This is an optimization exercise on Yosys and OpenROAD, whose aim is small area, a short achievable clock period and few clock cycles, not a production implementation. Only simulation tests tie the RTL to the original design; equivalence was not proved. Power is estimated from default activity; no workload was simulated.

## flow/design.v (module list and top-level ports; edited modules follow where they fit)
// module mcl2_core: 362 lines
// module mcl2_benc: 17 lines
// module mcl2_umac: 287 lines
// module mcl2_qmul: 246 lines
module mcl2_core (
    input  wire        clk,
    input  wire        rst,
    input  wire        cmd_valid,
    input  wire [7:0]  cmd,
    output wire        cmd_ready,
    output reg         done,
    input  wire [1:0]  ev,
    output wire [1:0]  ind,
    output wire        test_out,
    output wire        in_rd,
    output wire [4:0]  in_addr,
    input  wire [15:0] in_rdata,
    output reg         out_we,
    output reg  [4:0]  out_addr,
    output reg  [15:0] out_wdata
);
  // ...
==> flow/run.sh <==
#!/bin/bash
# synth_recipe.tcl (not shown) runs the flow's synth.tcl, then flattens the netlist and writes it again
# the make line also repeats each setting of config.mk as NAME=value (left out here)
make -C /OpenROAD-flow-scripts/flow DESIGN_CONFIG=/design/flow/config.mk WORK_HOME=/design/flow/orfs CLKGATE_MAP_FILE= SYNTH_SCRIPT=/design/flow/synth_recipe.tcl finish
==> flow/config.mk <==
export PLATFORM = sky130hd
export DESIGN_NAME = mcl2_core
export DESIGN_NICKNAME = mcl2_core
export VERILOG_FILES = /design/flow/design.v
export SDC_FILE = /design/flow/constraint.sdc
export NUM_CORES = 4
export LEC_CHECK = 0
export CAP_MARGIN = 20
export CORE_MARGIN = 2
export CORE_UTILIZATION = 40
export PLACE_DENSITY = 0.6
export SLEW_MARGIN = 20
==> flow/constraint.sdc <==
create_clock -name core_clock -period 18.0 [get_ports {clk}]
set_input_delay 3.6000 -clock core_clock [delete_from_list [all_inputs] [get_ports {clk}]]
set_output_delay 3.6000 -clock core_clock [all_outputs]
set_load 0.01 [all_outputs]
==> flow_summary.yaml, run 1 <==
final_layout:
  multi_input_area_share_pct: 43.7
  regMostFlops: "dq"
  final_area_um2: 49900
  final_layout_size_suffix_gt1_share_pct: 6.56
  n_all_buffers: 114
  final_common_cell: "dfxtp_1"
  antenna_cells: 3
floorplanning:
  dieHeight_um: 340
  initial_utilization_pct: 40.2
  ioPinCount: 62
  tapCellCount: 1500
clocking:
  htreeDepth: 3
  clk_path_buf_depth: 3
grt:
  grt_pass1_vias: 31000
  grt_start_max_net_pins: 86
  grt.met2_usage_pct: 30.6
  top_usage_layer: "met2"
place:
  preCtsSetupSlack_ns: 12.41
outcome:
  status: "finished clean"
setup_path:
  criticalPathCategory: "reg2out"
  worst-path-buf-inv: 1
  end_kind: "output pin"
  worst_ep_arrival_time_ns: 1.86
route:
  route.met3.wl_um: 8550
synthesis:
  synth_edf_count: 240
  yosysWarnings: 1
  synth_flop_cell: "dfxtp_1"
  synthTopCellsByArea: "dfxtp_1 29%, edfxtp_1 16%, fa_1 9.5%, ha_1 5.8%, xnor2_1 4.6%"
power_and_ir_drop:
  combPwrFrac_pct: 2.1
  p_clk_uw: 1900
  powerComb_uw: 85.6
  peakVddDrop_mv: 0.0735
  power_leader: "sequential cells"
Testbench counts, summed over its fixed seeds: cycles 86,472.
==> inputs of run 2 (changes only) <==
--- a/flow/design.v
+++ b/flow/design.v
@@ -59,17 +59,17 @@
     reg [4:0]  a1;
     reg        tr, sel;
     reg        blk;                  
     reg [3:0]  ti;                   
     reg [4:0]  rel;                  
     reg [1:0]  stype;
     reg        hrot;                 
     reg        clr_req, clr_all;
-    reg [7:0]  m_one, m_two, m_neg;  
+    reg [6:0]  m_one, m_two, m_neg;  
     reg [15:0] hn_r;                 
     reg [15:0] xb_r;                 
     reg [32:0] qa_r, qb_r;           
     reg [31:0] acc;
     reg        p1_act, p2_act, p3_act;
     reg        p1_first, p2_first, p3_first;
     reg        p1_last, p2_last;
     reg        rdv, tail_go, tail_2;
@@ -176,19 +176,19 @@
             sel        <= 1'b0;
             blk        <= 1'b0;
             ti         <= 4'd0;
             rel        <= 5'd0;
             stype      <= S_CLEAR;
             hrot       <= 1'b1;
             clr_req    <= 1'b0;
             clr_all    <= 1'b1;
-            m_one      <= 8'd0;
-            m_two      <= 8'd0;
-            m_neg      <= 8'd0;
+            m_one      <= 7'd0;
+            m_two      <= 7'd0;
+            m_neg      <= 7'd0;
             acc        <= 32'd0;
             p1_act     <= 1'b0;
             p2_act     <= 1'b0;
             p3_act     <= 1'b0;
             p1_first   <= 1'b0;
             p2_first   <= 1'b0;
             p3_first   <= 1'b0;
             p1_last    <= 1'b0;
@@ -315,28 +315,28 @@
             p1_last  <= push;
             p2_act   <= p1_act;
             p2_first <= p1_first;
             p2_last  <= p1_last;
             p3_act   <= p2_act;
             p3_first <= p2_first;
             if (p3_act) acc <= acc_n;
             if (push) begin
-                m_one <= 8'd0;
-                m_two <= 8'd0;
-                m_neg <= 8'd0;
+                m_one <= 7'd0;
+                m_two <= 7'd0;
+                m_neg <= 7'd0;
             end
             if (rel == 5'd17) rdv <= rd_r && blk;
             if (rel == 5'd19) tail_go <= rdv && blk && !clr_req;
             tail_2 <= (rel == 5'd20) && tail_go;
             if (rel == 5'd20 && tail_go) begin
                 out_wdata <= e_s;
-                m_one     <= mo_n;
-                m_two     <= mt_n;
-                m_neg     <= mn_n;
+                m_one     <= mo_n[6:0];
+                m_two     <= mt_n[6:0];
+                m_neg     <= mn_n[6:0];
                 out_we    <= 1'b1;
                 out_addr  <= {ti, 1'b0};
             end
             if (tail_2) begin
                 out_we   <= 1'b1;
                 out_addr <= {ti, 1'b1};
                 ti       <= ti + 4'd1;
                 if (ti == 4'd15) begin
@@ -373,297 +373,256 @@
             wire [2:0] t = vv[2*j +: 3];
             assign one[j] = t[1] ^ t[0];
             assign two[j] = (t == 3'b011) || (t == 3'b100);
             assign neg[j] = t[2] & ~(t[1] & t[0]);
         end
     endgenerate
 endmodule
 module mcl2_umac (
-    input  wire [7:0]  one,
-    input  wire [7:0]  two,
-    input  wire [7:0]  neg,
+    input  wire [6:0]  one,
+    input  wire [6:0]  two,
+    input  wire [6:0]  neg,
     input  wire [15:0] x,
     input  wire [15:0] h,
     output wire [16:0] sa,
     output wire [16:0] sb,
     output wire        c15
 );
     wire [16:0] xs = {x[15], x};
     wire [16:0] x2 = {x, 1'b0};
     wire [16:0] rw0 = ((({17{one[0]}} & xs) | ({17{two[0]}} & x2)) ^ {17{neg[0]}});
     wire [16:0] rw1 = ((({17{one[1]}} & xs) | ({17{two[1]}} & x2)) ^ {17{neg[1]}});
     wire [16:0] rw2 = ((({17{one[2]}} & xs) | ({17{two[2]}} & x2)) ^ {17{neg[2]}});
     wire [16:0] rw3 = ((({17{one[3]}} & xs) | ({17{two[3]}} & x2)) ^ {17{neg[3]}});
     wire [16:0] rw4 = ((({17{one[4]}} & xs) | ({17{two[4]}} & x2)) ^ {17{neg[4]}});
     wire [16:0] rw5 = ((({17{one[5]}} & xs) | ({17{two[5]}} & x2)) ^ {17{neg[5]}});
     wire [16:0] rw6 = ((({17{one[6]}} & xs) | ({17{two[6]}} & x2)) ^ {17{neg[6]}});
-    wire [16:0] rw7 = ((({17{one[7]}} & xs) | ({17{two[7]}} & x2)) ^ {17{neg[7]}});
-    wire ut_s1 = rw0[14] ^ rw1[12];
-    wire ut_c2 = rw0[14] & rw1[12];
-    wire ut_s3 = rw0[15] ^ rw1[13];
-    wire ut_c4 = rw0[15] & rw1[13];
-    wire ut_s5 = ~rw0[16] ^ rw1[14] ^ rw2[12];
-    wire ut_c6 = (~rw0[16] & rw1[14]) | (~rw0[16] & rw2[12]) | (rw1[14] & rw2[12]);
-    wire ut_s7 = rw1[15] ^ rw2[13];
-    wire ut_c8 = rw1[15] & rw2[13];
-    wire ut_s9 = rw0[10] ^ rw1[8];
-    wire ut_c10 = rw0[10] & rw1[8];
-    wire ut_s11 = rw0[11] ^ rw1[9];
-    wire ut_c12 = rw0[11] & rw1[9];
-    wire ut_s13 = rw0[12] ^ rw1[10] ^ rw2[8];
-    wire ut_c14 = (rw0[12] & rw1[10]) | (rw0[12] & rw2[8]) | (rw1[10] & rw2[8]);
-    wire ut_s15 = rw3[6] ^ rw4[4];
-    wire ut_c16 = rw3[6] & rw4[4];
-    wire ut_s17 = rw0[13] ^ rw1[11] ^ rw2[9];
-    wire ut_c18 = (rw0[13] & rw1[11]) | (rw0[13] & rw2[9]) | (rw1[11] & rw2[9]);
-    wire ut_s19 = rw3[7] ^ rw4[5];
-    wire ut_c20 = rw3[7] & rw4[5];
-    wire ut_s21 = rw2[10] ^ rw3[8] ^ rw4[6];
-    wire ut_c22 = (rw2[10] & rw3[8]) | (rw2[10] & rw4[6]) | (rw3[8] & rw4[6]);
-    wire ut_s23 = rw5[4] ^ rw6[2] ^ rw7[0];
-    wire ut_c24 = (rw5[4] & rw6[2]) | (rw5[4] & rw7[0]) | (rw6[2] & rw7[0]);
-    wire ut_s25 = neg[7] ^ 1'b1;
-    wire ut_c26 = neg[7] & 1'b1;
-    wire ut_s27 = rw2[11] ^ rw3[9] ^ rw4[7];
-    wire ut_c28 = (rw2[11] & rw3[9]) | (rw2[11] & rw4[7]) | (rw3[9] & rw4[7]);
-    wire ut_s29 = rw5[5] ^ rw6[3] ^ rw7[1];
-    wire ut_c30 = (rw5[5] & rw6[3]) | (rw5[5] & rw7[1]) | (rw6[3] & rw7[1]);
-    wire ut_s31 = h[0] ^ ut_c2 ^ ut_s3;
-    wire ut_c32 = (h[0] & ut_c2) | (h[0] & ut_s3) | (ut_c2 & ut_s3);
-    wire ut_s33 = rw3[10] ^ rw4[8] ^ rw5[6];
-    wire ut_c34 = (rw3[10] & rw4[8]) | (rw3[10] & rw5[6]) | (rw4[8] & rw5[6]);
-    wire ut_s35 = rw6[4] ^ rw7[2] ^ h[1];
-    wire ut_c36 = (rw6[4] & rw7[2]) | (rw6[4] & h[1]) | (rw7[2] & h[1]);
-    wire ut_s37 = 1'b1 ^ ut_c4 ^ ut_s5;
-    wire ut_c38 = (1'b1 & ut_c4) | (1'b1 & ut_s5) | (ut_c4 & ut_s5);
-    wire ut_s39 = rw3[11] ^ rw4[9] ^ rw5[7];
-    wire ut_c40 = (rw3[11] & rw4[9]) | (rw3[11] & rw5[7]) | (rw4[9] & rw5[7]);
-    wire ut_s41 = rw6[5] ^ rw7[3] ^ h[2];
-    wire ut_c42 = (rw6[5] & rw7[3]) | (rw6[5] & h[2]) | (rw7[3] & h[2]);
-    wire ut_s43 = 1'b1 ^ ut_c6 ^ ut_s7;
-    wire ut_c44 = (1'b1 & ut_c6) | (1'b1 & ut_s7) | (ut_c6 & ut_s7);
-    wire ut_s45 = ~rw1[16] ^ rw2[14] ^ rw3[12];
-    wire ut_c46 = (~rw1[16] & rw2[14]) | (~rw1[16] & rw3[12]) | (rw2[14] & rw3[12]);
-    wire ut_s47 = rw4[10] ^ rw5[8] ^ rw6[6];
-    wire ut_c48 = (rw4[10] & rw5[8]) | (rw4[10] & rw6[6]) | (rw5[8] & rw6[6]);
-    wire ut_s49 = rw7[4] ^ h[3] ^ ut_c8;
-    wire ut_c50 = (rw7[4] & h[3]) | (rw7[4] & ut_c8) | (h[3] & ut_c8);
-    wire ut_s51 = rw2[15] ^ rw3[13] ^ rw4[11];
-    wire ut_c52 = (rw2[15] & rw3[13]) | (rw2[15] & rw4[11]) | (rw3[13] & rw4[11]);
-    wire ut_s53 = rw5[9] ^ rw6[7] ^ rw7[5];
-    wire ut_c54 = (rw5[9] & rw6[7]) | (rw5[9] & rw7[5]) | (rw6[7] & rw7[5]);
-    wire ut_s55 = h[4] ^ 1'b1;
-    wire ut_c56 = h[4] & 1'b1;
-    wire ut_s57 = ~rw2[16] ^ rw3[14] ^ rw4[12];
-    wire ut_c58 = (~rw2[16] & rw3[14]) | (~rw2[16] & rw4[12]) | (rw3[14] & rw4[12]);
-    wire ut_s59 = rw5[10] ^ rw6[8] ^ rw7[6];
-    wire ut_c60 = (rw5[10] & rw6[8]) | (rw5[10] & rw7[6]) | (rw6[8] & rw7[6]);
-    wire ut_s61 = rw3[15] ^ rw4[13] ^ rw5[11];
-    wire ut_c62 = (rw3[15] & rw4[13]) | (rw3[15] & rw5[11]) | (rw4[13] & rw5[11]);
-    wire ut_s63 = rw6[9] ^ rw7[7];
-    wire ut_c64 = rw6[9] & rw7[7];
-    wire ut_s65 = ~rw3[16] ^ rw4[14] ^ rw5[12];
-    wire ut_c66 = (~rw3[16] & rw4[14]) | (~rw3[16] & rw5[12]) | (rw4[14] & rw5[12]);
-    wire ut_s67 = rw4[15] ^ rw5[13];
-    wire ut_c68 = rw4[15] & rw5[13];
-    wire ut_s69 = rw0[6] ^ rw1[4];
-    wire ut_c70 = rw0[6] & rw1[4];
-    wire ut_s71 = rw0[7] ^ rw1[5];
-    wire ut_c72 = rw0[7] & rw1[5];
-    wire ut_s73 = rw0[8] ^ rw1[6] ^ rw2[4];
-    wire ut_c74 = (rw0[8] & rw1[6]) | (rw0[8] & rw2[4]) | (rw1[6] & rw2[4]);
-    wire ut_s75 = rw3[2] ^ rw4[0];
-    wire ut_c76 = rw3[2] & rw4[0];
-    wire ut_s77 = rw0[9] ^ rw1[7] ^ rw2[5];
-    wire ut_c78 = (rw0[9] & rw1[7]) | (rw0[9] & rw2[5]) | (rw1[7] & rw2[5]);
-    wire ut_s79 = rw3[3] ^ rw4[1];
-    wire ut_c80 = rw3[3] & rw4[1];
-    wire ut_s81 = rw2[6] ^ rw3[4] ^ rw4[2];
-    wire ut_c82 = (rw2[6] & rw3[4]) | (rw2[6] & rw4[2]) | (rw3[4] & rw4[2]);
-    wire ut_s83 = rw5[0] ^ neg[5] ^ ut_s9;
-    wire ut_c84 = (rw5[0] & neg[5]) | (rw5[0] & ut_s9) | (neg[5] & ut_s9);
-    wire ut_s85 = rw2[7] ^ rw3[5] ^ rw4[3];
-    wire ut_c86 = (rw2[7] & rw3[5]) | (rw2[7] & rw4[3]) | (rw3[5] & rw4[3]);
-    wire ut_s87 = rw5[1] ^ ut_c10 ^ ut_s11;
-    wire ut_c88 = (rw5[1] & ut_c10) | (rw5[1] & ut_s11) | (ut_c10 & ut_s11);
-    wire ut_s89 = rw5[2] ^ rw6[0] ^ neg[6];
-    wire ut_c90 = (rw5[2] & rw6[0]) | (rw5[2] & neg[6]) | (rw6[0] & neg[6]);
-    wire ut_s91 = ut_c12 ^ ut_s13 ^ ut_s15;
-    wire ut_c92 = (ut_c12 & ut_s13) | (ut_c12 & ut_s15) | (ut_s13 & ut_s15);
-    wire ut_s93 = rw5[3] ^ rw6[1] ^ ut_c14;
-    wire ut_c94 = (rw5[3] & rw6[1]) | (rw5[3] & ut_c14) | (rw6[1] & ut_c14);
-    wire ut_s95 = ut_c16 ^ ut_s17 ^ ut_s19;
-    wire ut_c96 = (ut_c16 & ut_s17) | (ut_c16 & ut_s19) | (ut_s17 & ut_s19);
-    wire ut_s97 = ut_s1 ^ ut_c18 ^ ut_c20;
-    wire ut_c98 = (ut_s1 & ut_c18) | (ut_s1 & ut_c20) | (ut_c18 & ut_c20);
-    wire ut_s99 = ut_s21 ^ ut_s23 ^ ut_s25;
-    wire ut_c100 = (ut_s21 & ut_s23) | (ut_s21 & ut_s25) | (ut_s23 & ut_s25);
-    wire ut_s101 = ut_c22 ^ ut_c24 ^ ut_c26;
-    wire ut_c102 = (ut_c22 & ut_c24) | (ut_c22 & ut_c26) | (ut_c24 & ut_c26);
-    wire ut_s103 = ut_s27 ^ ut_s29 ^ ut_s31;
-    wire ut_c104 = (ut_s27 & ut_s29) | (ut_s27 & ut_s31) | (ut_s29 & ut_s31);
-    wire ut_s105 = ut_c28 ^ ut_c30 ^ ut_c32;
-    wire ut_c106 = (ut_c28 & ut_c30) | (ut_c28 & ut_c32) | (ut_c30 & ut_c32);
-    wire ut_s107 = ut_s33 ^ ut_s35 ^ ut_s37;
-    wire ut_c108 = (ut_s33 & ut_s35) | (ut_s33 & ut_s37) | (ut_s35 & ut_s37);
-    wire ut_s109 = ut_c34 ^ ut_c36 ^ ut_c38;
-    wire ut_c110 = (ut_c34 & ut_c36) | (ut_c34 & ut_c38) | (ut_c36 & ut_c38);
-    wire ut_s111 = ut_s39 ^ ut_s41 ^ ut_s43;
-    wire ut_c112 = (ut_s39 & ut_s41) | (ut_s39 & ut_s43) | (ut_s41 & ut_s43);
-    wire ut_s113 = ut_c40 ^ ut_c42 ^ ut_c44;
-    wire ut_c114 = (ut_c40 & ut_c42) | (ut_c40 & ut_c44) | (ut_c42 & ut_c44);
-    wire ut_s115 = ut_s45 ^ ut_s47 ^ ut_s49;
-    wire ut_c116 = (ut_s45 & ut_s47) | (ut_s45 & ut_s49) | (ut_s47 & ut_s49);
-    wire ut_s117 = ut_c46 ^ ut_c48 ^ ut_c50;
-    wire ut_c118 = (ut_c46 & ut_c48) | (ut_c46 & ut_c50) | (ut_c48 & ut_c50);
-    wire ut_s119 = ut_s51 ^ ut_s53 ^ ut_s55;
-    wire ut_c120 = (ut_s51 & ut_s53) | (ut_s51 & ut_s55) | (ut_s53 & ut_s55);
-    wire ut_s121 = h[5] ^ ut_c52 ^ ut_c54;
-    wire ut_c122 = (h[5] & ut_c52) | (h[5] & ut_c54) | (ut_c52 & ut_c54);
-    wire ut_s123 = ut_c56 ^ ut_s57 ^ ut_s59;
-    wire ut_c124 = (ut_c56 & ut_s57) | (ut_c56 & ut_s59) | (ut_s57 & ut_s59);
-    wire ut_s125 = h[6] ^ 1'b1 ^ ut_c58;
-    wire ut_c126 = (h[6] & 1'b1) | (h[6] & ut_c58) | (1'b1 & ut_c58);
-    wire ut_s127 = ut_c60 ^ ut_s61 ^ ut_s63;
-    wire ut_c128 = (ut_c60 & ut_s61) | (ut_c60 & ut_s63) | (ut_s61 & ut_s63);
-    wire ut_s129 = rw6[10] ^ rw7[8] ^ h[7];
-    wire ut_c130 = (rw6[10] & rw7[8]) | (rw6[10] & h[7]) | (rw7[8] & h[7]);
-    wire ut_s131 = ut_c62 ^ ut_c64 ^ ut_s65;
-    wire ut_c132 = (ut_c62 & ut_c64) | (ut_c62 & ut_s65) | (ut_c64 & ut_s65);
-    wire ut_s133 = rw6[11] ^ rw7[9] ^ h[8];
-    wire ut_c134 = (rw6[11] & rw7[9]) | (rw6[11] & h[8]) | (rw7[9] & h[8]);
-    wire ut_s135 = 1'b1 ^ ut_c66 ^ ut_s67;
-    wire ut_c136 = (1'b1 & ut_c66) | (1'b1 & ut_s67) | (ut_c66 & ut_s67);
-    wire ut_s137 = ~rw4[16] ^ rw5[14] ^ rw6[12];
-    wire ut_c138 = (~rw4[16] & rw5[14]) | (~rw4[16] & rw6[12]) | (rw5[14] & rw6[12]);
-    wire ut_s139 = rw7[10] ^ h[9] ^ ut_c68;
-    wire ut_c140 = (rw7[10] & h[9]) | (rw7[10] & ut_c68) | (h[9] & ut_c68);
-    wire ut_s141 = rw5[15] ^ rw6[13] ^ rw7[11];
-    wire ut_c142 = (rw5[15] & rw6[13]) | (rw5[15] & rw7[11]) | (rw6[13] & rw7[11]);
-    wire ut_s143 = h[10] ^ 1'b1;
-    wire ut_c144 = h[10] & 1'b1;
-    wire ut_s145 = ~rw5[16] ^ rw6[14] ^ rw7[12];
-    wire ut_c146 = (~rw5[16] & rw6[14]) | (~rw5[16] & rw7[12]) | (rw6[14] & rw7[12]);
-    wire ut_s147 = rw6[15] ^ rw7[13];
-    wire ut_c148 = rw6[15] & rw7[13];
-    wire ut_s149 = rw0[4] ^ rw1[2];
-    wire ut_c150 = rw0[4] & rw1[2];
-    wire ut_s151 = rw0[5] ^ rw1[3];
-    wire ut_c152 = rw0[5] & rw1[3];
-    wire ut_s153 = rw2[2] ^ rw3[0] ^ neg[3];
-    wire ut_c154 = (rw2[2] & rw3[0]) | (rw2[2] & neg[3]) | (rw3[0] & neg[3]);
-    wire ut_s155 = rw2[3] ^ rw3[1] ^ ut_c70;
-    wire ut_c156 = (rw2[3] & rw3[1]) | (rw2[3] & ut_c70) | (rw3[1] & ut_c70);
-    wire ut_s157 = neg[4] ^ ut_c72 ^ ut_s73;
-    wire ut_c158 = (neg[4] & ut_c72) | (neg[4] & ut_s73) | (ut_c72 & ut_s73);
-    wire ut_s159 = ut_c74 ^ ut_c76 ^ ut_s77;
-    wire ut_c160 = (ut_c74 & ut_c76) | (ut_c74 & ut_s77) | (ut_c76 & ut_s77);
-    wire ut_s161 = ut_c78 ^ ut_c80 ^ ut_s81;
-    wire ut_c162 = (ut_c78 & ut_c80) | (ut_c78 & ut_s81) | (ut_c80 & ut_s81);
-    wire ut_s163 = ut_c82 ^ ut_c84 ^ ut_s85;
-    wire ut_c164 = (ut_c82 & ut_c84) | (ut_c82 & ut_s85) | (ut_c84 & ut_s85);
-    wire ut_s165 = ut_c86 ^ ut_c88 ^ ut_s89;
-    wire ut_c166 = (ut_c86 & ut_c88) | (ut_c86 & ut_s89) | (ut_c88 & ut_s89);
-    wire ut_s167 = ut_c90 ^ ut_c92 ^ ut_s93;
-    wire ut_c168 = (ut_c90 & ut_c92) | (ut_c90 & ut_s93) | (ut_c92 & ut_s93);
-    wire ut_s169 = ut_c94 ^ ut_c96 ^ ut_s97;
-    wire ut_c170 = (ut_c94 & ut_c96) | (ut_c94 & ut_s97) | (ut_c96 & ut_s97);
-    wire ut_s171 = ut_c98 ^ ut_c100 ^ ut_s101;
-    wire ut_c172 = (ut_c98 & ut_c100) | (ut_c98 & ut_s101) | (ut_c100 & ut_s101);
-    wire ut_s173 = ut_c102 ^ ut_c104 ^ ut_s105;
-    wire ut_c174 = (ut_c102 & ut_c104) | (ut_c102 & ut_s105) | (ut_c104 & ut_s105);
-    wire ut_s175 = ut_c106 ^ ut_c108 ^ ut_s109;
-    wire ut_c176 = (ut_c106 & ut_c108) | (ut_c106 & ut_s109) | (ut_c108 & ut_s109);
-    wire ut_s177 = ut_c110 ^ ut_c112 ^ ut_s113;
-    wire ut_c178 = (ut_c110 & ut_c112) | (ut_c110 & ut_s113) | (ut_c112 & ut_s113);
-    wire ut_s179 = ut_c114 ^ ut_c116 ^ ut_s117;
-    wire ut_c180 = (ut_c114 & ut_c116) | (ut_c114 & ut_s117) | (ut_c116 & ut_s117);
-    wire ut_s181 = ut_c118 ^ ut_c120 ^ ut_s121;
-    wire ut_c182 = (ut_c118 & ut_c120) | (ut_c118 & ut_s121) | (ut_c120 & ut_s121);
-    wire ut_s183 = ut_c122 ^ ut_c124 ^ ut_s125;
-    wire ut_c184 = (ut_c122 & ut_c124) | (ut_c122 & ut_s125) | (ut_c124 & ut_s125);
-    wire ut_s185 = ut_c126 ^ ut_c128 ^ ut_s129;
-    wire ut_c186 = (ut_c126 & ut_c128) | (ut_c126 & ut_s129) | (ut_c128 & ut_s129);
-    wire ut_s187 = ut_c130 ^ ut_c132 ^ ut_s133;
-    wire ut_c188 = (ut_c130 & ut_c132) | (ut_c130 & ut_s133) | (ut_c132 & ut_s133);
-    wire ut_s189 = ut_c134 ^ ut_c136 ^ ut_s137;
-    wire ut_c190 = (ut_c134 & ut_c136) | (ut_c134 & ut_s137) | (ut_c136 & ut_s137);
-    wire ut_s191 = ut_c138 ^ ut_c140 ^ ut_s141;
-    wire ut_c192 = (ut_c138 & ut_c140) | (ut_c138 & ut_s141) | (ut_c140 & ut_s141);
-    wire ut_s193 = h[11] ^ ut_c142 ^ ut_c144;
-    wire ut_c194 = (h[11] & ut_c142) | (h[11] & ut_c144) | (ut_c142 & ut_c144);
-    wire ut_s195 = h[12] ^ 1'b1 ^ ut_c146;
-    wire ut_c196 = (h[12] & 1'b1) | (h[12] & ut_c146) | (1'b1 & ut_c146);
-    wire ut_s197 = ~rw6[16] ^ rw7[14] ^ h[13];
-    wire ut_c198 = (~rw6[16] & rw7[14]) | (~rw6[16] & h[13]) | (rw7[14] & h[13]);
-    wire ut_s199 = rw7[15] ^ h[14];
-    wire ut_c200 = rw7[15] & h[14];
-    wire ut_s201 = ~rw7[16] ^ ~h[15];
-    wire ut_c202 = ~rw7[16] & ~h[15];
-    wire ut_s203 = rw0[2] ^ rw1[0];
-    wire ut_c204 = rw0[2] & rw1[0];
-    wire ut_s205 = rw0[3] ^ rw1[1];
-    wire ut_c206 = rw0[3] & rw1[1];
-    wire ut_s207 = rw2[0] ^ neg[2] ^ ut_s149;
-    wire ut_c208 = (rw2[0] & neg[2]) | (rw2[0] & ut_s149) | (neg[2] & ut_s149);
-    wire ut_s209 = rw2[1] ^ ut_c150 ^ ut_s151;
-    wire ut_c210 = (rw2[1] & ut_c150) | (rw2[1] & ut_s151) | (ut_c150 & ut_s151);
-    wire ut_s211 = ut_s69 ^ ut_c152 ^ ut_s153;
-    wire ut_c212 = (ut_s69 & ut_c152) | (ut_s69 & ut_s153) | (ut_c152 & ut_s153);
-    wire ut_s213 = ut_s71 ^ ut_c154 ^ ut_s155;
-    wire ut_c214 = (ut_s71 & ut_c154) | (ut_s71 & ut_s155) | (ut_c154 & ut_s155);
-    wire ut_s215 = ut_s75 ^ ut_c156 ^ ut_s157;
-    wire ut_c216 = (ut_s75 & ut_c156) | (ut_s75 & ut_s157) | (ut_c156 & ut_s157);
-    wire ut_s217 = ut_s79 ^ ut_c158 ^ ut_s159;
-    wire ut_c218 = (ut_s79 & ut_c158) | (ut_s79 & ut_s159) | (ut_c158 & ut_s159);
-    wire ut_s219 = ut_s83 ^ ut_c160 ^ ut_s161;
-    wire ut_c220 = (ut_s83 & ut_c160) | (ut_s83 & ut_s161) | (ut_c160 & ut_s161);
-    wire ut_s221 = ut_s87 ^ ut_c162 ^ ut_s163;
-    wire ut_c222 = (ut_s87 & ut_c162) | (ut_s87 & ut_s163) | (ut_c162 & ut_s163);
-    wire ut_s223 = ut_s91 ^ ut_c164 ^ ut_s165;
-    wire ut_c224 = (ut_s91 & ut_c164) | (ut_s91 & ut_s165) | (ut_c164 & ut_s165);
-    wire ut_s225 = ut_s95 ^ ut_c166 ^ ut_s167;
-    wire ut_c226 = (ut_s95 & ut_c166) | (ut_s95 & ut_s167) | (ut_c166 & ut_s167);
-    wire ut_s227 = ut_s99 ^ ut_c168 ^ ut_s169;
-    wire ut_c228 = (ut_s99 & ut_c168) | (ut_s99 & ut_s169) | (ut_c168 & ut_s169);
-    wire ut_s229 = ut_s103 ^ ut_c170 ^ ut_s171;
-    wire ut_c230 = (ut_s103 & ut_c170) | (ut_s103 & ut_s171) | (ut_c170 & ut_s171);
-    wire ut_s231 = ut_s107 ^ ut_c172 ^ ut_s173;
-    wire ut_c232 = (ut_s107 & ut_c172) | (ut_s107 & ut_s173) | (ut_c172 & ut_s173);
-    wire ut_s233 = ut_s111 ^ ut_c174 ^ ut_s175;
-    wire ut_c234 = (ut_s111 & ut_c174) | (ut_s111 & ut_s175) | (ut_c174 & ut_s175);
-    wire ut_s235 = ut_s115 ^ ut_c176 ^ ut_s177;
-    wire ut_c236 = (ut_s115 & ut_c176) | (ut_s115 & ut_s177) | (ut_c176 & ut_s177);
-    wire ut_s237 = ut_s119 ^ ut_c178 ^ ut_s179;
-    wire ut_c238 = (ut_s119 & ut_c178) | (ut_s119 & ut_s179) | (ut_c178 & ut_s179);
-    wire ut_s239 = ut_s123 ^ ut_c180 ^ ut_s181;
-    wire ut_c240 = (ut_s123 & ut_c180) | (ut_s123 & ut_s181) | (ut_c180 & ut_s181);
-    wire ut_s241 = ut_s127 ^ ut_c182 ^ ut_s183;
-    wire ut_c242 = (ut_s127 & ut_c182) | (ut_s127 & ut_s183) | (ut_c182 & ut_s183);
-    wire ut_s243 = ut_s131 ^ ut_c184 ^ ut_s185;
-    wire ut_c244 = (ut_s131 & ut_c184) | (ut_s131 & ut_s185) | (ut_c184 & ut_s185);
-    wire ut_s245 = ut_s135 ^ ut_c186 ^ ut_s187;
-    wire ut_c246 = (ut_s135 & ut_c186) | (ut_s135 & ut_s187) | (ut_c186 & ut_s187);
-    wire ut_s247 = ut_s139 ^ ut_c188 ^ ut_s189;
-    wire ut_c248 = (ut_s139 & ut_c188) | (ut_s139 & ut_s189) | (ut_c188 & ut_s189);
-    wire ut_s249 = ut_s143 ^ ut_c190 ^ ut_s191;
-    wire ut_c250 = (ut_s143 & ut_c190) | (ut_s143 & ut_s191) | (ut_c190 & ut_s191);
-    wire ut_s251 = ut_s145 ^ ut_c192 ^ ut_s193;
-    wire ut_c252 = (ut_s145 & ut_c192) | (ut_s145 & ut_s193) | (ut_c192 & ut_s193);
-    wire ut_s253 = ut_s147 ^ ut_c194 ^ ut_s195;
-    wire ut_c254 = (ut_s147 & ut_c194) | (ut_s147 & ut_s195) | (ut_c194 & ut_s195);
-    wire ut_s255 = ut_c148 ^ ut_c196 ^ ut_s197;
-    wire ut_c256 = (ut_c148 & ut_c196) | (ut_c148 & ut_s197) | (ut_c196 & ut_s197);
-    wire ut_s257 = 1'b1 ^ ut_c198 ^ ut_s199;
-    wire ut_c258 = (1'b1 & ut_c198) | (1'b1 & ut_s199) | (ut_c198 & ut_s199);
-    wire ut_s259 = 1'b1 ^ ut_c200 ^ ut_s201;
-    wire ut_c260 = (1'b1 & ut_c200) | (1'b1 & ut_s201) | (ut_c200 & ut_s201);
-    wire [31:0] ua = {ut_c202, ut_c258, ut_c256, ut_c254, ut_c252, ut_c250, ut_c248, ut_c246, ut_c244, ut_c242, ut_c240, ut_c238, ut_c236, ut_c234, ut_c232, ut_c230, ut_c228, ut_c226, ut_c224, ut_c222, ut_c220, ut_c218, ut_c216, ut_c214, ut_c212, ut_c210, ut_c208, ut_c206, ut_c204, neg[1], rw0[1], rw0[0]};
-    wire [31:0] ub = {ut_c260, ut_s259, ut_s257, ut_s255, ut_s253, ut_s251, ut_s249, ut_s247, ut_s245, ut_s243, ut_s241, ut_s239, ut_s237, ut_s235, ut_s233, ut_s231, ut_s229, ut_s227, ut_s225, ut_s223, ut_s221, ut_s219, ut_s217, ut_s215, ut_s213, ut_s211, ut_s209, ut_s207, ut_s205, ut_s203, 1'b0, neg[0]};
+    wire ut_s1 = rw0[10] ^ rw1[8];
+    wire ut_c2 = rw0[10] & rw1[8];
+    wire ut_s3 = rw0[11] ^ rw1[9];
+    wire ut_c4 = rw0[11] & rw1[9];
+    wire ut_s5 = rw0[12] ^ rw1[10] ^ rw2[8];
+    wire ut_c6 = (rw0[12] & rw1[10]) | (rw0[12] & rw2[8]) | (rw1[10] & rw2[8]);
+    wire ut_s7 = rw3[6] ^ rw4[4];
+    wire ut_c8 = rw3[6] & rw4[4];
+    wire ut_s9 = rw0[13] ^ rw1[11] ^ rw2[9];
+    wire ut_c10 = (rw0[13] & rw1[11]) | (rw0[13] & rw2[9]) | (rw1[11] & rw2[9]);
+    wire ut_s11 = rw3[7] ^ rw4[5];
+    wire ut_c12 = rw3[7] & rw4[5];
+    wire ut_s13 = rw0[14] ^ rw1[12] ^ rw2[10];
+    wire ut_c14 = (rw0[14] & rw1[12]) | (rw0[14] & rw2[10]) | (rw1[12] & rw2[10]);
+    wire ut_s15 = rw3[8] ^ rw4[6] ^ rw5[4];
+    wire ut_c16 = (rw3[8] & rw4[6]) | (rw3[8] & rw5[4]) | (rw4[6] & rw5[4]);
+    wire ut_s17 = rw0[15] ^ rw1[13] ^ rw2[11];
+    wire ut_c18 = (rw0[15] & rw1[13]) | (rw0[15] & rw2[11]) | (rw1[13] & rw2[11]);
+    wire ut_s19 = rw3[9] ^ rw4[7] ^ rw5[5];
+    wire ut_c20 = (rw3[9] & rw4[7]) | (rw3[9] & rw5[5]) | (rw4[7] & rw5[5]);
+    wire ut_s21 = ~rw0[16] ^ rw1[14] ^ rw2[12];
+    wire ut_c22 = (~rw0[16] & rw1[14]) | (~rw0[16] & rw2[12]) | (rw1[14] & rw2[12]);
+    wire ut_s23 = rw3[10] ^ rw4[8] ^ rw5[6];
+    wire ut_c24 = (rw3[10] & rw4[8]) | (rw3[10] & rw5[6]) | (rw4[8] & rw5[6]);
+    wire ut_s25 = rw6[4] ^ h[1];
+    wire ut_c26 = rw6[4] & h[1];
+    wire ut_s27 = rw1[15] ^ rw2[13] ^ rw3[11];
+    wire ut_c28 = (rw1[15] & rw2[13]) | (rw1[15] & rw3[11]) | (rw2[13] & rw3[11]);
+    wire ut_s29 = rw4[9] ^ rw5[7] ^ rw6[5];
+    wire ut_c30 = (rw4[9] & rw5[7]) | (rw4[9] & rw6[5]) | (rw5[7] & rw6[5]);
+    wire ut_s31 = h[2] ^ 1'b1;
+    wire ut_c32 = h[2] & 1'b1;
+    wire ut_s33 = ~rw1[16] ^ rw2[14] ^ rw3[12];
+    wire ut_c34 = (~rw1[16] & rw2[14]) | (~rw1[16] & rw3[12]) | (rw2[14] & rw3[12]);
+    wire ut_s35 = rw4[10] ^ rw5[8] ^ rw6[6];
+    wire ut_c36 = (rw4[10] & rw5[8]) | (rw4[10] & rw6[6]) | (rw5[8] & rw6[6]);
+    wire ut_s37 = rw2[15] ^ rw3[13] ^ rw4[11];
+    wire ut_c38 = (rw2[15] & rw3[13]) | (rw2[15] & rw4[11]) | (rw3[13] & rw4[11]);
+    wire ut_s39 = rw5[9] ^ rw6[7];
+    wire ut_c40 = rw5[9] & rw6[7];
+    wire ut_s41 = ~rw2[16] ^ rw3[14] ^ rw4[12];
+    wire ut_c42 = (~rw2[16] & rw3[14]) | (~rw2[16] & rw4[12]) | (rw3[14] & rw4[12]);
+    wire ut_s43 = rw3[15] ^ rw4[13];
+    wire ut_c44 = rw3[15] & rw4[13];
+    wire ut_s45 = rw0[6] ^ rw1[4];
+    wire ut_c46 = rw0[6] & rw1[4];
+    wire ut_s47 = rw0[7] ^ rw1[5];
+    wire ut_c48 = rw0[7] & rw1[5];
+    wire ut_s49 = rw0[8] ^ rw1[6] ^ rw2[4];
+    wire ut_c50 = (rw0[8] & rw1[6]) | (rw0[8] & rw2[4]) | (rw1[6] & rw2[4]);
+    wire ut_s51 = rw3[2] ^ rw4[0];
+    wire ut_c52 = rw3[2] & rw4[0];
+    wire ut_s53 = rw0[9] ^ rw1[7] ^ rw2[5];
+    wire ut_c54 = (rw0[9] & rw1[7]) | (rw0[9] & rw2[5]) | (rw1[7] & rw2[5]);
+    wire ut_s55 = rw3[3] ^ rw4[1];
+    wire ut_c56 = rw3[3] & rw4[1];
+    wire ut_s57 = rw2[6] ^ rw3[4] ^ rw4[2];
+    wire ut_c58 = (rw2[6] & rw3[4]) | (rw2[6] & rw4[2]) | (rw3[4] & rw4[2]);
+    wire ut_s59 = rw5[0] ^ neg[5] ^ ut_s1;
+    wire ut_c60 = (rw5[0] & neg[5]) | (rw5[0] & ut_s1) | (neg[5] & ut_s1);
+    wire ut_s61 = rw2[7] ^ rw3[5] ^ rw4[3];
+    wire ut_c62 = (rw2[7] & rw3[5]) | (rw2[7] & rw4[3]) | (rw3[5] & rw4[3]);
+    wire ut_s63 = rw5[1] ^ ut_c2 ^ ut_s3;
+    wire ut_c64 = (rw5[1] & ut_c2) | (rw5[1] & ut_s3) | (ut_c2 & ut_s3);
+    wire ut_s65 = rw5[2] ^ rw6[0] ^ neg[6];
+    wire ut_c66 = (rw5[2] & rw6[0]) | (rw5[2] & neg[6]) | (rw6[0] & neg[6]);
+    wire ut_s67 = ut_c4 ^ ut_s5 ^ ut_s7;
+    wire ut_c68 = (ut_c4 & ut_s5) | (ut_c4 & ut_s7) | (ut_s5 & ut_s7);
+    wire ut_s69 = rw5[3] ^ rw6[1] ^ ut_c6;
+    wire ut_c70 = (rw5[3] & rw6[1]) | (rw5[3] & ut_c6) | (rw6[1] & ut_c6);
+    wire ut_s71 = ut_c8 ^ ut_s9 ^ ut_s11;
+    wire ut_c72 = (ut_c8 & ut_s9) | (ut_c8 & ut_s11) | (ut_s9 & ut_s11);
+    wire ut_s73 = rw6[2] ^ 1'b1 ^ ut_c10;
+    wire ut_c74 = (rw6[2] & 1'b1) | (rw6[2] & ut_c10) | (1'b1 & ut_c10);
+    wire ut_s75 = ut_c12 ^ ut_s13 ^ ut_s15;
+    wire ut_c76 = (ut_c12 & ut_s13) | (ut_c12 & ut_s15) | (ut_s13 & ut_s15);
+    wire ut_s77 = rw6[3] ^ h[0] ^ ut_c14;
+    wire ut_c78 = (rw6[3] & h[0]) | (rw6[3] & ut_c14) | (h[0] & ut_c14);
+    wire ut_s79 = ut_c16 ^ ut_s17 ^ ut_s19;
+    wire ut_c80 = (ut_c16 & ut_s17) | (ut_c16 & ut_s19) | (ut_s17 & ut_s19);
+    wire ut_s81 = 1'b1 ^ ut_c18 ^ ut_c20;
+    wire ut_c82 = (1'b1 & ut_c18) | (1'b1 & ut_c20) | (ut_c18 & ut_c20);
+    wire ut_s83 = ut_s21 ^ ut_s23 ^ ut_s25;
+    wire ut_c84 = (ut_s21 & ut_s23) | (ut_s21 & ut_s25) | (ut_s23 & ut_s25);
+    wire ut_s85 = ut_c22 ^ ut_c24 ^ ut_c26;
+    wire ut_c86 = (ut_c22 & ut_c24) | (ut_c22 & ut_c26) | (ut_c24 & ut_c26);
+    wire ut_s87 = ut_s27 ^ ut_s29 ^ ut_s31;
+    wire ut_c88 = (ut_s27 & ut_s29) | (ut_s27 & ut_s31) | (ut_s29 & ut_s31);
+    wire ut_s89 = h[3] ^ ut_c28 ^ ut_c30;
+    wire ut_c90 = (h[3] & ut_c28) | (h[3] & ut_c30) | (ut_c28 & ut_c30);
+    wire ut_s91 = ut_c32 ^ ut_s33 ^ ut_s35;
+    wire ut_c92 = (ut_c32 & ut_s33) | (ut_c32 & ut_s35) | (ut_s33 & ut_s35);
+    wire ut_s93 = h[4] ^ 1'b1 ^ ut_c34;
+    wire ut_c94 = (h[4] & 1'b1) | (h[4] & ut_c34) | (1'b1 & ut_c34);
+    wire ut_s95 = ut_c36 ^ ut_s37 ^ ut_s39;
+    wire ut_c96 = (ut_c36 & ut_s37) | (ut_c36 & ut_s39) | (ut_s37 & ut_s39);
+    wire ut_s97 = rw5[10] ^ rw6[8] ^ h[5];
+    wire ut_c98 = (rw5[10] & rw6[8]) | (rw5[10] & h[5]) | (rw6[8] & h[5]);
+    wire ut_s99 = ut_c38 ^ ut_c40 ^ ut_s41;
+    wire ut_c100 = (ut_c38 & ut_c40) | (ut_c38 & ut_s41) | (ut_c40 & ut_s41);
+    wire ut_s101 = rw5[11] ^ rw6[9] ^ h[6];
+    wire ut_c102 = (rw5[11] & rw6[9]) | (rw5[11] & h[6]) | (rw6[9] & h[6]);
+    wire ut_s103 = 1'b1 ^ ut_c42 ^ ut_s43;
+    wire ut_c104 = (1'b1 & ut_c42) | (1'b1 & ut_s43) | (ut_c42 & ut_s43);
+    wire ut_s105 = ~rw3[16] ^ rw4[14] ^ rw5[12];
+    wire ut_c106 = (~rw3[16] & rw4[14]) | (~rw3[16] & rw5[12]) | (rw4[14] & rw5[12]);
+    wire ut_s107 = rw6[10] ^ h[7] ^ ut_c44;
+    wire ut_c108 = (rw6[10] & h[7]) | (rw6[10] & ut_c44) | (h[7] & ut_c44);
+    wire ut_s109 = rw4[15] ^ rw5[13] ^ rw6[11];
+    wire ut_c110 = (rw4[15] & rw5[13]) | (rw4[15] & rw6[11]) | (rw5[13] & rw6[11]);
+    wire ut_s111 = h[8] ^ 1'b1;
+    wire ut_c112 = h[8] & 1'b1;
+    wire ut_s113 = ~rw4[16] ^ rw5[14] ^ rw6[12];
+    wire ut_c114 = (~rw4[16] & rw5[14]) | (~rw4[16] & rw6[12]) | (rw5[14] & rw6[12]);
+    wire ut_s115 = rw5[15] ^ rw6[13];
+    wire ut_c116 = rw5[15] & rw6[13];
+    wire ut_s117 = rw0[4] ^ rw1[2];
+    wire ut_c118 = rw0[4] & rw1[2];
+    wire ut_s119 = rw0[5] ^ rw1[3];
+    wire ut_c120 = rw0[5] & rw1[3];
+    wire ut_s121 = rw2[2] ^ rw3[0] ^ neg[3];
+    wire ut_c122 = (rw2[2] & rw3[0]) | (rw2[2] & neg[3]) | (rw3[0] & neg[3]);
+    wire ut_s123 = rw2[3] ^ rw3[1] ^ ut_c46;
+    wire ut_c124 = (rw2[3] & rw3[1]) | (rw2[3] & ut_c46) | (rw3[1] & ut_c46);
+    wire ut_s125 = neg[4] ^ ut_c48 ^ ut_s49;
+    wire ut_c126 = (neg[4] & ut_c48) | (neg[4] & ut_s49) | (ut_c48 & ut_s49);
+    wire ut_s127 = ut_c50 ^ ut_c52 ^ ut_s53;
+    wire ut_c128 = (ut_c50 & ut_c52) | (ut_c50 & ut_s53) | (ut_c52 & ut_s53);
+    wire ut_s129 = ut_c54 ^ ut_c56 ^ ut_s57;
+    wire ut_c130 = (ut_c54 & ut_c56) | (ut_c54 & ut_s57) | (ut_c56 & ut_s57);
+    wire ut_s131 = ut_c58 ^ ut_c60 ^ ut_s61;
+    wire ut_c132 = (ut_c58 & ut_c60) | (ut_c58 & ut_s61) | (ut_c60 & ut_s61);
+    wire ut_s133 = ut_c62 ^ ut_c64 ^ ut_s65;
+    wire ut_c134 = (ut_c62 & ut_c64) | (ut_c62 & ut_s65) | (ut_c64 & ut_s65);
+    wire ut_s135 = ut_c66 ^ ut_c68 ^ ut_s69;
+    wire ut_c136 = (ut_c66 & ut_c68) | (ut_c66 & ut_s69) | (ut_c68 & ut_s69);
+    wire ut_s137 = ut_c70 ^ ut_c72 ^ ut_s73;
+    wire ut_c138 = (ut_c70 & ut_c72) | (ut_c70 & ut_s73) | (ut_c72 & ut_s73);
+    wire ut_s139 = ut_c74 ^ ut_c76 ^ ut_s77;
+    wire ut_c140 = (ut_c74 & ut_c76) | (ut_c74 & ut_s77) | (ut_c76 & ut_s77);
+    wire ut_s141 = ut_c78 ^ ut_c80 ^ ut_s81;
+    wire ut_c142 = (ut_c78 & ut_c80) | (ut_c78 & ut_s81) | (ut_c80 & ut_s81);
+    wire ut_s143 = ut_c82 ^ ut_c84 ^ ut_s85;
+    wire ut_c144 = (ut_c82 & ut_c84) | (ut_c82 & ut_s85) | (ut_c84 & ut_s85);
+    wire ut_s145 = ut_c86 ^ ut_c88 ^ ut_s89;
+    wire ut_c146 = (ut_c86 & ut_c88) | (ut_c86 & ut_s89) | (ut_c88 & ut_s89);
+    wire ut_s147 = ut_c90 ^ ut_c92 ^ ut_s93;
+    wire ut_c148 = (ut_c90 & ut_c92) | (ut_c90 & ut_s93) | (ut_c92 & ut_s93);
+    wire ut_s149 = ut_c94 ^ ut_c96 ^ ut_s97;
+    wire ut_c150 = (ut_c94 & ut_c96) | (ut_c94 & ut_s97) | (ut_c96 & ut_s97);
+    wire ut_s151 = ut_c98 ^ ut_c100 ^ ut_s101;
+    wire ut_c152 = (ut_c98 & ut_c100) | (ut_c98 & ut_s101) | (ut_c100 & ut_s101);
+    wire ut_s153 = ut_c102 ^ ut_c104 ^ ut_s105;
+    wire ut_c154 = (ut_c102 & ut_c104) | (ut_c102 & ut_s105) | (ut_c104 & ut_s105);
+    wire ut_s155 = ut_c106 ^ ut_c108 ^ ut_s109;
+    wire ut_c156 = (ut_c106 & ut_c108) | (ut_c106 & ut_s109) | (ut_c108 & ut_s109);
+    wire ut_s157 = h[9] ^ ut_c110 ^ ut_c112;
+    wire ut_c158 = (h[9] & ut_c110) | (h[9] & ut_c112) | (ut_c110 & ut_c112);
+    wire ut_s159 = h[10] ^ 1'b1 ^ ut_c114;
+    wire ut_c160 = (h[10] & 1'b1) | (h[10] & ut_c114) | (1'b1 & ut_c114);
+    wire ut_s161 = ~rw5[16] ^ rw6[14] ^ h[11];
+    wire ut_c162 = (~rw5[16] & rw6[14]) | (~rw5[16] & h[11]) | (rw6[14] & h[11]);
+    wire ut_s163 = rw6[15] ^ h[12];
+    wire ut_c164 = rw6[15] & h[12];
+    wire ut_s165 = rw0[2] ^ rw1[0];
+    wire ut_c166 = rw0[2] & rw1[0];
+    wire ut_s167 = rw0[3] ^ rw1[1];
+    wire ut_c168 = rw0[3] & rw1[1];
+    wire ut_s169 = rw2[0] ^ neg[2] ^ ut_s117;
+    wire ut_c170 = (rw2[0] & neg[2]) | (rw2[0] & ut_s117) | (neg[2] & ut_s117);
+    wire ut_s171 = rw2[1] ^ ut_c118 ^ ut_s119;
+    wire ut_c172 = (rw2[1] & ut_c118) | (rw2[1] & ut_s119) | (ut_c118 & ut_s119);
+    wire ut_s173 = ut_s45 ^ ut_c120 ^ ut_s121;
+    wire ut_c174 = (ut_s45 & ut_c120) | (ut_s45 & ut_s121) | (ut_c120 & ut_s121);
+    wire ut_s175 = ut_s47 ^ ut_c122 ^ ut_s123;
+    wire ut_c176 = (ut_s47 & ut_c122) | (ut_s47 & ut_s123) | (ut_c122 & ut_s123);
+    wire ut_s177 = ut_s51 ^ ut_c124 ^ ut_s125;
+    wire ut_c178 = (ut_s51 & ut_c124) | (ut_s51 & ut_s125) | (ut_c124 & ut_s125);
+    wire ut_s179 = ut_s55 ^ ut_c126 ^ ut_s127;
+    wire ut_c180 = (ut_s55 & ut_c126) | (ut_s55 & ut_s127) | (ut_c126 & ut_s127);
+    wire ut_s181 = ut_s59 ^ ut_c128 ^ ut_s129;
+    wire ut_c182 = (ut_s59 & ut_c128) | (ut_s59 & ut_s129) | (ut_c128 & ut_s129);
+    wire ut_s183 = ut_s63 ^ ut_c130 ^ ut_s131;
+    wire ut_c184 = (ut_s63 & ut_c130) | (ut_s63 & ut_s131) | (ut_c130 & ut_s131);
+    wire ut_s185 = ut_s67 ^ ut_c132 ^ ut_s133;
+    wire ut_c186 = (ut_s67 & ut_c132) | (ut_s67 & ut_s133) | (ut_c132 & ut_s133);
+    wire ut_s187 = ut_s71 ^ ut_c134 ^ ut_s135;
+    wire ut_c188 = (ut_s71 & ut_c134) | (ut_s71 & ut_s135) | (ut_c134 & ut_s135);
+    wire ut_s189 = ut_s75 ^ ut_c136 ^ ut_s137;
+    wire ut_c190 = (ut_s75 & ut_c136) | (ut_s75 & ut_s137) | (ut_c136 & ut_s137);
+    wire ut_s191 = ut_s79 ^ ut_c138 ^ ut_s139;
+    wire ut_c192 = (ut_s79 & ut_c138) | (ut_s79 & ut_s139) | (ut_c138 & ut_s139);
+    wire ut_s193 = ut_s83 ^ ut_c140 ^ ut_s141;
+    wire ut_c194 = (ut_s83 & ut_c140) | (ut_s83 & ut_s141) | (ut_c140 & ut_s141);
+    wire ut_s195 = ut_s87 ^ ut_c142 ^ ut_s143;
+    wire ut_c196 = (ut_s87 & ut_c142) | (ut_s87 & ut_s143) | (ut_c142 & ut_s143);
+    wire ut_s197 = ut_s91 ^ ut_c144 ^ ut_s145;
+    wire ut_c198 = (ut_s91 & ut_c144) | (ut_s91 & ut_s145) | (ut_c144 & ut_s145);
+    wire ut_s199 = ut_s95 ^ ut_c146 ^ ut_s147;
+    wire ut_c200 = (ut_s95 & ut_c146) | (ut_s95 & ut_s147) | (ut_c146 & ut_s147);
+    wire ut_s201 = ut_s99 ^ ut_c148 ^ ut_s149;
+    wire ut_c202 = (ut_s99 & ut_c148) | (ut_s99 & ut_s149) | (ut_c148 & ut_s149);
+    wire ut_s203 = ut_s103 ^ ut_c150 ^ ut_s151;
+    wire ut_c204 = (ut_s103 & ut_c150) | (ut_s103 & ut_s151) | (ut_c150 & ut_s151);
+    wire ut_s205 = ut_s107 ^ ut_c152 ^ ut_s153;
+    wire ut_c206 = (ut_s107 & ut_c152) | (ut_s107 & ut_s153) | (ut_c152 & ut_s153);
+    wire ut_s207 = ut_s111 ^ ut_c154 ^ ut_s155;
+    wire ut_c208 = (ut_s111 & ut_c154) | (ut_s111 & ut_s155) | (ut_c154 & ut_s155);
+    wire ut_s209 = ut_s113 ^ ut_c156 ^ ut_s157;
+    wire ut_c210 = (ut_s113 & ut_c156) | (ut_s113 & ut_s157) | (ut_c156 & ut_s157);
+    wire ut_s211 = ut_s115 ^ ut_c158 ^ ut_s159;
+    wire ut_c212 = (ut_s115 & ut_c158) | (ut_s115 & ut_s159) | (ut_c158 & ut_s159);
+    wire ut_s213 = ut_c116 ^ ut_c160 ^ ut_s161;
+    wire ut_c214 = (ut_c116 & ut_c160) | (ut_c116 & ut_s161) | (ut_c160 & ut_s161);
+    wire ut_s215 = 1'b1 ^ ut_c162 ^ ut_s163;
+    wire ut_c216 = (1'b1 & ut_c162) | (1'b1 & ut_s163) | (ut_c162 & ut_s163);
+    wire ut_s217 = ~rw6[16] ^ h[13] ^ ut_c164;
+    wire ut_c218 = (~rw6[16] & h[13]) | (~rw6[16] & ut_c164) | (h[13] & ut_c164);
+    wire ut_s219 = h[14] ^ 1'b1;
+    wire ut_c220 = h[14] & 1'b1;
+    wire [31:0] ua = {1'b1, ~h[15], ut_c218, ut_c216, ut_c214, ut_c212, ut_c210, ut_c208, ut_c206, ut_c204, ut_c202, ut_c200, ut_c198, ut_c196, ut_c194, ut_c192, ut_c190, ut_c188, ut_c186, ut_c184, ut_c182, ut_c180, ut_c178, ut_c176, ut_c174, ut_c172, ut_c170, ut_c168, ut_c166, neg[1], rw0[1], rw0[0]};
+    wire [31:0] ub = {1'b0, ut_c220, ut_s219, ut_s217, ut_s215, ut_s213, ut_s211, ut_s209, ut_s207, ut_s205, ut_s203, ut_s201, ut_s199, ut_s197, ut_s195, ut_s193, ut_s191, ut_s189, ut_s187, ut_s185, ut_s183, ut_s181, ut_s179, ut_s177, ut_s175, ut_s173, ut_s171, ut_s169, ut_s167, ut_s165, 1'b0, neg[0]};
     wire [15:0] lo = {1'b0, ua[14:0]} + {1'b0, ub[14:0]};
     assign sa  = ua[31:15];
     assign sb  = ub[31:15];
     assign c15 = lo[15];
 endmodule
 module mcl2_qmul (
     input  wire [15:0] a,
     input  wire [15:0] b,
==> flow/config.mk (replaced) <==
export PLATFORM = sky130hd
export DESIGN_NAME = mcl2_core
export DESIGN_NICKNAME = mcl2_core
export VERILOG_FILES = /design/flow/design.v
export SDC_FILE = /design/flow/constraint.sdc
export NUM_CORES = 4
export LEC_CHECK = 0
export ABC_AREA = 1
export CAP_MARGIN = 20
export CORE_MARGIN = 2
export CORE_UTILIZATION = 40
export PLACE_DENSITY = 0.6
export SLEW_MARGIN = 20
==> run 2 against run 1 <==
Net effect: fmax rose by 1.2%; synthesized cell count rose by 1.9%; global-route usage fell by 0.16 points; still clean; sequential power barely moved; utilization rose by 0.50 points; largest power group unchanged; clock skew rose by 0.018 ns; clock power rose by 4%.
==> flow_summary.yaml, run 2 <==
power_and_ir_drop:
  p_leak_uw: 0.0210
  internal_power_uw: 3250
  switching_share_pct: 21.4
  power_uw: 4140
  peakVddDrop_mv: 0.0879
  pwr-share-clk_pct: 47.7
  power_switching_uw: 886
  pwr_density_cell_nw_per_um2: 86.1
  combPwrFrac_pct: 2.2
  seqPwrFrac_pct: 50.1
setup_path:
  worst_ep_arrival_time_ns: 1.79
  crit_family: "buffers and inverters"
  crit_path_top_delay_cell: "clkdlybuf4s50_1"
  cp-start-kind: "register"
  max_stage_delay_ns: 0.61
  criticalPathCategory: "reg2out"
  path_max_fanout: 2
  cp.required_ns: 14.40
  end_kind: "output pin"
  worst-path-buf-inv: 1
  path_cells: "clkdlybuf4s50_1"
clocking:
  cts-buffers-inserted: 93
  htreeDepth: 3
  cts_setup_buffers: 0
  cts_tree: "built"
  clk_path_buf_depth: 3
  cts_resized: 0
  cts.sinks: 897
  root_buffer: "clkbuf_16"
  insertion_delay_ns: 0.69
  cts_hold_buffers: 0
  cts.clk_slew.worst_paths_ns: 0.06
synthesis:
  synth_nets: 4928
  synth_flop_cell: "dfxtp_1"
  synth_top_area_share_pct: 30.6
  synth_most_common_cell: "dfxtp_1"
  synth_seq_cells: 897
  synth_edf_count: 240
  synthTopCellsByArea: "dfxtp_1 31%, edfxtp_1 17%, fa_1 9.2%, xor2_1 6.0%, ha_1 5.8%"
  netlist_area_um2: 43000
  async_flop_share_pct: 0
  syn_area_per_cell_um2: 9.54
  syn_inst: 4504
  ys_seq_area_share_pct: 47.4
  yosys.area.top_type: "dfxtp_1"
  yosysUniqueCellTypes: 65
  synth_common_cells: "657 x dfxtp_1, 654 x inv_1, 596 x nand2_1"
  yosysWarnings: 1
outcome:
  status: "finished clean"
floorplanning:
  floorplan.rows: 120
  initial_utilization_pct: 40.3
  die_w_um: 332
  core_area_um2: 107000
  dieHeight_um: 332
  ioPinCount: 62
  die-area_um2: 110000
route:
  wl_met2_um: 49900
  postRouteAntennaNets: 0
  wl_um: 112000
  route.met3.wl_um: 8180
  avgViaCountPerCell: 5.12
  vias: 30700
  drc: 0
  drt_iter0_drc: 2646
  wl_met1_um: 50800
  dr.max_layer_used: "met5"
  drt_first_pass_iters: 6
  routedWlPerCell_um: 18.6
sta:
  fmax_mhz: 185
  report.final.slew_viol_count: 0
  rsz0062_at_grt: "false"
  tns_ns: 0
  timing.final.crit_share_pct: 30.0
  finalSetupViolations: 0
  whs_ns: 0.306
  hold_violations: 0
  skew_ns: 0.0426
  tightest_slew_ns: 1.06
  period_minus_slack_ns: 5.39
  relSlewSlack_pct: 29.6
final_layout:
  final_cell_mix: "656 x dfxtp_1, 654 x inv_1, 595 x nand2_1"
  num-fill-cells: 10200
  final_layout_size_suffix_gt1_share_pct: 6.01
  largest_registers: "dq: 336 flops, hq: 240 flops"
  antenna_cells: 0
  final_area_um2: 48100
  regMostFlops: "dq"
  final_nets: 4941
  syn_to_final_growth_pct: 11.9
  final_common_cell: "dfxtp_1"
  largest_reg_flops: 336
grt:
  antenna_found_initial: 3
  grt_start_max_net_pins: 86
  grt_use_total_pct: 20.1
  grt_pass1_wl_um: 173000
  grt_remaining_overflow: 0
  grt_pass1_vias: 29800
min_path:
  hp-class: "reg2reg"
place:
  portBuffers: 61
  place_hpwl_um: 81600
  dpl-instance-area_um2: 44900
  place_congestion: 0.935
flow_run:
  cap_violations: 0
## run 2: path summary, 6_finish.rpt
| path | start | end | slack [ns] | cells after the start |
|---|---|---|---|---|
| setup reg to reg | m3r$_SDFF_PP0_ | acc[8]$_SDFF_PP0_ | 13.31 | 22 |
| hold / removal | dq[123]$_DFF_P_ | dq[107]$_DFF_P_ | 0.31 | 0 |
| setup / recovery | out_wdata[10]$_SDFFE_PP0P_ | out_wdata[10] | 12.61 | 1 |
| hold reg to reg | dq[123]$_DFF_P_ | dq[107]$_DFF_P_ | 0.31 | 0 |
## run 2: per-layer routing
metal / track usage [%] / vias to the layer above
li1: - / 14800
met2: 31.3 / 991
met3: 3.49 / 167
met1: 28.3 / 14800
met4: 6.31 / 2
met5: 0 / -
## run 2: kinds of logic after synthesis
family | Yosys count | synth area share [%]
buf+inv | 862 | 7.74
compound gates | 856 | 11.5
flops | 897 | 47.4
fa+ha+maj | 395 | 14.9
xor+xnor | 321 | 6.56
mux | 8 | 0.189
simple gates | 1165 | 11.7
## run 2: metrics by stage
| step | setup slack, ns | utilization [%] | instances |
|---|---|---|---|
| 5_1_grt | 12.56 | 45.0 | 5995 |
| 3_5_place_dp | 12.41 | 42.0 | 5824 |
| 3_3_place_gp | 12.45 | 42.0 | 5824 |
| 6_report | 12.61 | 45.0 | 5995 |
| 4_1_cts | 12.56 | 45.0 | 5994 |
| 2_1_floorplan | 11.84 | - | 4504 |
## run 2: final cells by class
type	count	area [um^2]	share of cell area, %
clock buffers	124	2540	5.29
multi-input cells	2745	19300	40.2
well taps	1403	1760	3.65
repair buffers	92	847	1.76
clock inverters	46	651	1.35
flip-flops and latches	897	20400	42.4
inverters	688	2590	5.38
## run 2: power by group through the flow
| stage | logic (uW) | registers, uW | clock network (uW) |
|---|---|---|---|
| 2_1_floorplan | 66.1 | 2110 | 0 |
| 3_3_place_gp | 91.9 | 2120 | 0 |
| 3_5_place_dp | 92.4 | 2120 | 0 |
| 4_1_cts | 93.0 | 2070 | 2020 |
| 5_1_grt | 106 | 2070 | 2100 |
| 6_report | 92.9 | 2070 | 1970 |
Testbench counts of run 2, summed over its fixed seeds: cycles 86,472.
==> inputs of run 3 (changes only) <==
--- a/flow/config.mk
+++ b/flow/config.mk
@@ -8,6 +8,6 @@
 export ABC_AREA = 1
 export CAP_MARGIN = 20
 export CORE_MARGIN = 2
-export CORE_UTILIZATION = 40
-export PLACE_DENSITY = 0.6
+export CORE_UTILIZATION = 60
+export PLACE_DENSITY = 0.75
 export SLEW_MARGIN = 20
==> run 3 against run 2 <==
Net effect: power is 2.0% lower; clock power is 4% lower; area after synthesis stayed put; clock skew is 0.015 ns lower; largest cell class unchanged; non-clock buffer count is 6 lower; first-iteration DRC count is 18% higher; utilization is 21 points higher; final area is 1.6% lower; sequential power hardly changed; flip-flop and latch count stayed put; still clean.
==> flow_summary.yaml, run 3 <==
setup_path:
  crit_path_top_delay_cell: "clkdlybuf4s50_1"
  end_kind: "output pin"
  cp-start-kind: "register"
  crit_family: "buffers and inverters"
  worst-path-buf-inv: 1
  max_stage_delay_ns: 0.61
  worst_ep_arrival_time_ns: 1.78
  cp.required_ns: 14.40
  path_cells: "clkdlybuf4s50_1"
  path_max_fanout: 2
  criticalPathCategory: "reg2out"
synthesis:
  syn_inst: 4504
  synth_common_cells: "657 x dfxtp_1, 654 x inv_1, 596 x nand2_1"
  async_flop_share_pct: 0
  yosys.area.top_type: "dfxtp_1"
  ys_seq_area_share_pct: 47.4
  syn_area_per_cell_um2: 9.54
  yosysWarnings: 1
  synth_nets: 4928
  synth_flop_cell: "dfxtp_1"
  netlist_area_um2: 43000
  synth_most_common_cell: "dfxtp_1"
  synthTopCellsByArea: "dfxtp_1 31%, edfxtp_1 17%, fa_1 9.2%, xor2_1 6.0%, ha_1 5.8%"
  synth_seq_cells: 897
  synth_top_area_share_pct: 30.6
  synth_edf_count: 240
  yosysUniqueCellTypes: 65
clocking:
  cts_tree: "built"
  cts_resized: 0
  cts_setup_buffers: 0
  cts.sinks: 897
  htreeDepth: 3
  root_buffer: "clkbuf_16"
  insertion_delay_ns: 0.65
  cts_hold_buffers: 0
  cts.clk_slew.worst_paths_ns: 0.07
  clk_path_buf_depth: 3
  cts-buffers-inserted: 88
place:
  portBuffers: 61
  preCtsSetupSlack_ns: 12.49
  place_congestion: 0.946
  place_hpwl_um: 77600
grt:
  grt_pass1_vias: 30300
  grt_pass1_wl_um: 168000
  grt_start_max_net_pins: 87
  antenna_found_initial: 1
  grt_use_total_pct: 29.2
  grt_remaining_overflow: 0
sta:
  hold_violations: 0
  period_minus_slack_ns: 5.38
  tightest_slew_ns: 1.18
  fmax_mhz: 186
  rsz0062_at_grt: "false"
  finalSetupViolations: 0
  tns_ns: 0
  timing.final.crit_share_pct: 29.9
  whs_ns: 0.316
  layout_setup_ws_ns: 12.62
  skew_ns: 0.0273
  relSlewSlack_pct: 21.4
  report.final.slew_viol_count: 0
route:
  wl_um: 108000
  routedWlPerCell_um: 19.5
  drc: 0
  drt_iter0_drc: 3130
  avgViaCountPerCell: 5.65
  postRouteAntennaNets: 0
  vias: 31200
  drt_first_pass_iters: 8
min_path:
  hp-class: "reg2reg"
final_layout:
  antenna_cells: 0
  regMostFlops: "dq"
  final_cell_mix: "656 x dfxtp_1, 653 x inv_1, 596 x nand2_1"
  largest_registers: "dq: 336 flops, hq: 240 flops"
  final_nets: 4930
  largest_reg_flops: 336
  final_layout_size_suffix_gt1_share_pct: 5.88
  syn_to_final_growth_pct: 10.0
  final_common_cell: "dfxtp_1"
power_and_ir_drop:
  p_leak_uw: 0.0209
  peakVddDrop_mv: 0.0874
  pwr_density_cell_nw_per_um2: 85.7
flow_run:
  cap_violations: 0
floorplanning:
  dieHeight_um: 272
  die_w_um: 272
  ioPinCount: 62
  die-area_um2: 73800
  floorplan.rows: 98
  core_area_um2: 71200
  initial_utilization_pct: 60.3
outcome:
  status: "finished clean"
[run 3: stage by stage]
step           instance area (um^2)  utilization [%]  power [uW]  cells
3_5_place_dp                  44300             62.1        2210   5366
5_1_grt                       47300             66.4        4180   5528
3_3_place_gp                  44300             62.1        2210   5366
6_report                      47300             66.4        4050   5528
2_1_floorplan                 43000                -        2180   4504
4_1_cts                       47300             66.4        4090   5528
[run 3: final cells by class]
cell class                      count  area [um^2]
Multi-Input combinational cell   2745        19300
Sequential cell                   897        20400
Timing Repair Buffer               86          796
Clock inverter                     49          556
Clock buffer                      113         2480
Tap cell                          950         1190
Fill cell                        5684        24000
Inverter                          688         2590
[run 3: worst paths after layout]
| path | start | cells after the start | to | slack (ns) |
|---|---|---|---|---|
| worst max-delay path | out_wdata[8]$_SDFFE_PP0P_ | 1 | out_wdata[8] | 12.62 |
| worst min-delay path | dq[42]$_DFF_P_ | 0 | dq[26]$_DFF_P_ | 0.32 |
| worst max register to register | m_neg[2]$_SDFFE_PP0P_ | 14 | uc_r$_SDFFE_PN0P_ | 13.19 |
| worst min register to register | dq[42]$_DFF_P_ | 0 | dq[26]$_DFF_P_ | 0.32 |
[run 3: power breakdown]
part | switching (uW) | internal [uW]
logic | 59.1 | 34.9
registers | 5.76 | 2070
clock network | 788 | 1100
[run 3: cells by family (layout without fill, tap and decap cells)]
group / count (synthesis) / in the layout / synth area share [%]
DFF: 897 / 897 / 47.4
xor gates and xnor gates: 321 / 321 / 6.56
muxes: 8 / 8 / 0.189
adders and majority gates: 395 / 395 / 14.9
AOI/OAI and AO/OA: 856 / 856 / 11.5
buffers and inverters: 862 / 936 / 7.74
and+or+nand+nor: 1165 / 1165 / 11.7
[run 3: per-layer routing]
metal,track usage [%],routed length (um),share of wire (%),vias to the layer above
li1,-,-,-,14800
met1,40.0,45500,42,14800
met2,46.0,48400,45,1339
met3,6.58,10200,9.4,271
met4,9.30,3510,3.3,4
met5,1.09,117,0.11,-

[what the ideal ports hide]
In the flow no input, the clock included, has a driving cell. The finished layouts below were timed again as built, in two steps. Step 1 sets driving cells, clkbuf_16 on the clock port and buf_2 on the other inputs (assumed; they add their load-dependent delay and slew). Step 2 adds t to the input delays and takes it off the output delays; t is the mean of the earliest and latest rising clock arrival at the registers after step 1. Input paths then give back, and output paths get back, about the clock's delay inside the block. Three values: no drivers, after step 1, after step 2; two values: the first two.
run | shift t [ns] | slack for setup (ns) | worst setup path at the end | clock arrival spread, ns
run 1 | 0.712 | 12.545 / 12.479 / 12.369 | input to register | 0.029 / 0.029
run 2 | 0.730 | 12.607 / 12.539 / 12.419 | input to register | 0.052 / 0.052
run 3 | 0.708 | 12.619 / 12.548 / 12.477 | input to register | 0.034 / 0.033
After both steps every run listed still meets setup and hold. The setup slack of run 2, which loses most, moves by -0.068 ns with the drivers and by -0.188 ns with both steps.
